This is an optimization exercise on Yosys and OpenROAD, whose aim is small area, a short achievable clock period and few clock cycles, not a production implementation. Power figures rest on the tool's default switching activity, not on a simulated workload.

==> flow/design.v <==
module pecf_table (
    input  wire [7:0]  idx,
    output wire [14:0] entry
);
    wire t8 = idx[2] ^ idx[6];
    wire t9 = idx[1] ^ idx[5];
    wire t10 = idx[0] ^ idx[4];
    wire t11 = idx[3] ^ t8;
    wire t12 = idx[2] ^ t9;
    wire t13 = idx[1] ^ t10;
    wire t14 = idx[3] ^ idx[4];
    wire t15 = idx[6] ^ idx[7];
    wire t16 = idx[5] ^ t11;
    wire t17 = idx[7] ^ t11;
    wire t18 = t13 ^ t17;
    wire t19 = idx[7] ^ t14;
    wire t20 = t12 ^ t19;
    wire t21 = idx[4] ^ t16;
    wire t22 = idx[0] ^ t12;
    wire t23 = idx[7] ^ t10;
    wire t24 = t8 ^ t13;
    wire t25 = idx[5] ^ idx[6];
    wire t26 = t10 ^ t25;
    wire t27 = t9 ^ t15;
    wire t28 = idx[3] ^ t13;
    wire t29 = idx[4] ^ t12;
    wire t30 = t14 ^ t15;
    wire t31 = idx[0] ^ t9;
    wire t32 = t11 ^ t31;
    assign entry[0] = t18;
    assign entry[1] = t20;
    assign entry[2] = t21;
    assign entry[3] = t22;
    assign entry[4] = t23;
    assign entry[5] = t9;
    assign entry[6] = t8;
    assign entry[7] = t24;
    assign entry[8] = t26;
    assign entry[9] = t27;
    assign entry[10] = t28;
    assign entry[11] = t29;
    assign entry[12] = t16;
    assign entry[13] = t30;
    assign entry[14] = t32;
endmodule
module pecf_step (
    input  wire [14:0] rem_in,
    input  wire [7:0]  data,
    output wire [14:0] rem_out
);
    wire [14:0] entry;
    pecf_table u_table (
        .idx   (rem_in[14:7] ^ data),
        .entry (entry)
    );
    assign rem_out = {rem_in[6:0], 8'h00} ^ entry;
endmodule
module pecf_tx (
    input  wire       clk,
    input  wire       rst,
    input  wire       tx_valid,
    input  wire [7:0] tx_data,
    input  wire       tx_last,
    output wire       tx_ready,
    output wire       out_valid,
    output wire [7:0] out_data,
    input  wire       out_ready
);
    localparam [14:0] SEED = 15'h0010;
    reg         pec_hi;      
    reg         pec_lo;      
    reg  [14:0] rem;
    wire        pay = !(pec_hi || pec_lo);
    wire [14:0] rem_next;
    assign out_valid = pay ? tx_valid : 1'b1;
    assign out_data  = pay ? tx_data  : rem[14:7];
    assign tx_ready  = pay && out_ready;
    wire take = out_valid && out_ready;
    pecf_step u_step (
        .rem_in  (rem),
        .data    (out_data),
        .rem_out (rem_next)
    );
    always @(posedge clk) begin
        if (rst) begin
            pec_hi <= 1'b0;
            pec_lo <= 1'b0;
            rem    <= SEED;
        end else if (take) begin
            pec_hi <= pay && tx_last;
            pec_lo <= pec_hi;
            rem    <= pec_lo ? SEED : rem_next;
        end
    end
endmodule
module pecf_rx (
    input  wire        clk,
    input  wire        rst,
    input  wire        rx_start,
    input  wire        rx_valid,
    input  wire [7:0]  rx_data,
    input  wire [22:0] noise_floor_uv,
    output reg         blk_valid,
    output reg  [3:0]  blk_dev,
    output wire [15:0] blk_code0,
    output wire [15:0] blk_code1,
    output wire [15:0] blk_code2,
    output wire        blk_pec_ok,
    output wire        pec_err,
    output wire [22:0] blk_uv0,
    output wire [22:0] blk_uv1,
    output wire [22:0] blk_uv2
);
    localparam [14:0] SEED = 15'h0010;
    reg  [2:0]  pos;         
    reg  [14:0] rem;
    reg  [47:0] payload;     
    reg         err;         
    reg  [20:0] x_top;           
    reg  [20:4] x_mid, x_bot;    
    reg         low_mid, low_bot;
    wire [14:0] rem_next;
    pecf_step u_step (
        .rem_in  ((pos == 3'd0) ? SEED : rem),
        .data    (rx_data),
        .rem_out (rem_next)
    );
    assign blk_code0  = payload[15:0];
    assign blk_code1  = payload[31:16];
    assign blk_code2  = payload[47:32];
    assign blk_pec_ok = (rem == 15'd0);
    assign pec_err    = err || !blk_pec_ok;
    wire [22:0] top_uv;
    pecf_scale u_scale (.code(blk_code2), .uv(top_uv));
    wire        x_low     = ({x_top, 2'b00} < noise_floor_uv);
    wire [20:0] x_clamped = x_low ? 21'd0 : x_top;
    function [3:0] x25_low (input [3:0] c);
        x25_low = {c[3] ^ c[0], c[2:0]};
    endfunction
    assign blk_uv0 = {x_bot, low_bot ? 4'd0 : x25_low(blk_code0[3:0]), 2'b00};
    assign blk_uv1 = {x_mid, low_mid ? 4'd0 : x25_low(blk_code1[3:0]), 2'b00};
    assign blk_uv2 = {x_top, 2'b00};
    always @(posedge clk) begin
        if (rx_valid) begin
            rem <= rem_next;
            if (!(pos[2] && pos[1]))
                payload <= {rx_data, payload[47:8]};
        end
        x_top <= pos[0] ? x_clamped : top_uv[22:2];
        if (rx_valid && (pos == 3'd3 || pos == 3'd5)) begin
            x_mid   <= x_clamped[20:4];
            low_mid <= x_low;
            x_bot   <= x_mid;
            low_bot <= low_mid;
        end
    end
    always @(posedge clk) begin
        blk_valid <= rx_valid && (pos == 3'd7);
        if (rst || rx_start) begin
            pos     <= 3'd0;
            blk_dev <= 4'd0;
            err     <= 1'b0;
        end else begin
            if (rx_valid)
                pos <= pos + 3'd1;
            if (blk_valid) begin
                blk_dev <= blk_dev + 4'd1;
                if (!blk_pec_ok)
                    err <= 1'b1;
            end
        end
    end
endmodule
module pecf_scale (
    input  wire [15:0] code,
    output wire [22:0] uv
);
    wire [20:0] x25 = ({code, 4'b0} + {code, 3'b0}) + code;
    assign uv = {x25, 2'b00};
endmodule
module pecf_link (
    input  wire        clk,
    input  wire        rst,
    input  wire        tx_valid,
    input  wire [7:0]  tx_data,
    input  wire        tx_last,
    output wire        tx_ready,
    output wire        out_valid,
    output wire [7:0]  out_data,
    input  wire        out_ready,
    input  wire        rx_start,
    input  wire        rx_valid,
    input  wire [7:0]  rx_data,
    input  wire [22:0] noise_floor_uv,
    output wire        blk_valid,
    output wire [3:0]  blk_dev,
    output wire [15:0] blk_code0,
    output wire [15:0] blk_code1,
    output wire [15:0] blk_code2,
    output wire        blk_pec_ok,
    output wire        pec_err,
    output wire [22:0] blk_uv0,
    output wire [22:0] blk_uv1,
    output wire [22:0] blk_uv2
);
    pecf_tx u_tx (
        .clk       (clk),
        .rst       (rst),
        .tx_valid  (tx_valid),
        .tx_data   (tx_data),
        .tx_last   (tx_last),
        .tx_ready  (tx_ready),
        .out_valid (out_valid),
        .out_data  (out_data),
        .out_ready (out_ready)
    );
    pecf_rx u_rx (
        .clk            (clk),
        .rst            (rst),
        .rx_start       (rx_start),
        .rx_valid       (rx_valid),
        .rx_data        (rx_data),
        .noise_floor_uv (noise_floor_uv),
        .blk_valid      (blk_valid),
        .blk_dev        (blk_dev),
        .blk_code0      (blk_code0),
        .blk_code1      (blk_code1),
        .blk_code2      (blk_code2),
        .blk_pec_ok     (blk_pec_ok),
        .pec_err        (pec_err),
        .blk_uv0        (blk_uv0),
        .blk_uv1        (blk_uv1),
        .blk_uv2        (blk_uv2)
    );
endmodule
export LEC_CHECK = 0
export CAP_MARGIN = 20
export CORE_MARGIN = 2
export CORE_UTILIZATION = 55
export CTS_BUF_LIST = sky130_fd_sc_hd__clkbuf_8
export SLEW_MARGIN = 20
create_clock -name core_clock -period 9.0 [get_ports {clk}]
standard.sh (not shown) runs the stock make flow with config.mk's settings and CLKGATE_MAP_FILE= SYNTH_SCRIPT=/design/flow/synth_recipe.tcl, a recipe that flattens the netlist after the stock synthesis.
==> flow/flow/run.sh <==
#!/bin/bash
# The standard layout, except that the port buffers are made as the smallest
# buffer cell (buf_1) instead of the resizer's default pick; the repair steps
# still resize them where timing or slew asks for it.
set -euo pipefail
cd "$(dirname "$0")/.."
bash standard.sh BUFFER_PORTS_ARGS="-buffer_cell sky130_fd_sc_hd__buf_1" finish > standard_flow.log 2>&1
The starting point ran to the end with no violations.
Next try:
- CORE_UTILIZATION: 55 -> 70
Effect: Setup slack degrades by 0.011 ns. Maximum frequency barely changes. First-iteration DRC count falls by 11%. Cell area falls by 1.3%. Global-route usage rises by 7.7 points. Flip-flop and latch count does not change. Area after synthesis is unchanged.
Next try:
- CAP_MARGIN: 20 -> 5
- CORE_UTILIZATION: 70 -> 55
- SLEW_MARGIN: 20 -> 5
The new run went through all stages and came out clean.
Worst setup slack gets better by 0.011 ns.
Routed wire length fell by a few percent.
Critical path depth is unchanged.
Hold slack degrades by 0.012 ns.
Power is higher slightly.
Non-clock buffer count went down by 1.
First-iteration DRC count rose by roughly a tenth.
Clock-buffer cell count goes up by 2.
Clock skew is about the same.
Next try:
- CAP_MARGIN: 5 -> 20
- CORE_UTILIZATION: 55 -> 70
- CTS_BUF_LIST: sky130_fd_sc_hd__clkbuf_8 -> sky130_fd_sc_hd__clkbuf_4
- PLACE_DENSITY: not set -> 0.75
- SLEW_MARGIN: 5 -> 20
Effect:
- design area fell by 2.1%
- area after synthesis does not change
- total power fell by 5.1%
- register-to-register slack got worse by 0.05 ns
- critical path depth is unchanged
- clock-buffer cell count is unchanged
- final cell count fell by 3.8%
- die area fell by 21%
- maximum frequency is about the same
- sequential share of layout area rose by 0.95 points
- wire length rose by 5.5%
No functional check of the RTL was part of any run of this note.

port drivers added, routing unchanged:
How much do the figures lean on ideal ports? The routed layouts below were timed once more, with nothing changed but the port constraints.
Step 1 (the two cells are an assumption about what drives the block):
set clk [get_ports {clk}]
set_driving_cell -lib_cell sky130_fd_sc_hd__clkbuf_16 $clk
set_driving_cell -lib_cell sky130_fd_sc_hd__buf_2 [delete_from_list [all_inputs] $clk]
Step 2 also shifts input and output timing later by t, the mid clock arrival at the registers, as if the neighbouring blocks saw the same clock.
a / b / c = ideal / step 1 / step 2; a / b = the first two.
run	t (ns)	setup slack, ns	hold slack, ns	clock arrival spread, ns
the first run	0.479	4.751 / 4.732 / 4.645	0.443 / 0.443 / 0.443	0.014 / 0.014
the second run	0.487	4.740 / 4.718 / 4.707	0.458 / 0.458 / 0.458	0.014 / 0.014
the third run	0.482	4.750 / 4.731 / 4.544	0.446 / 0.446 / 0.446	0.012 / 0.012
the fourth run	0.573	4.743 / 4.721 / 4.665	0.466 / 0.466 / 0.466	0.021 / 0.021
After both steps every run listed still meets setup and hold. The setup slack of the third run, which loses most, moves by -0.019 ns with the drivers and by -0.206 ns with both steps.
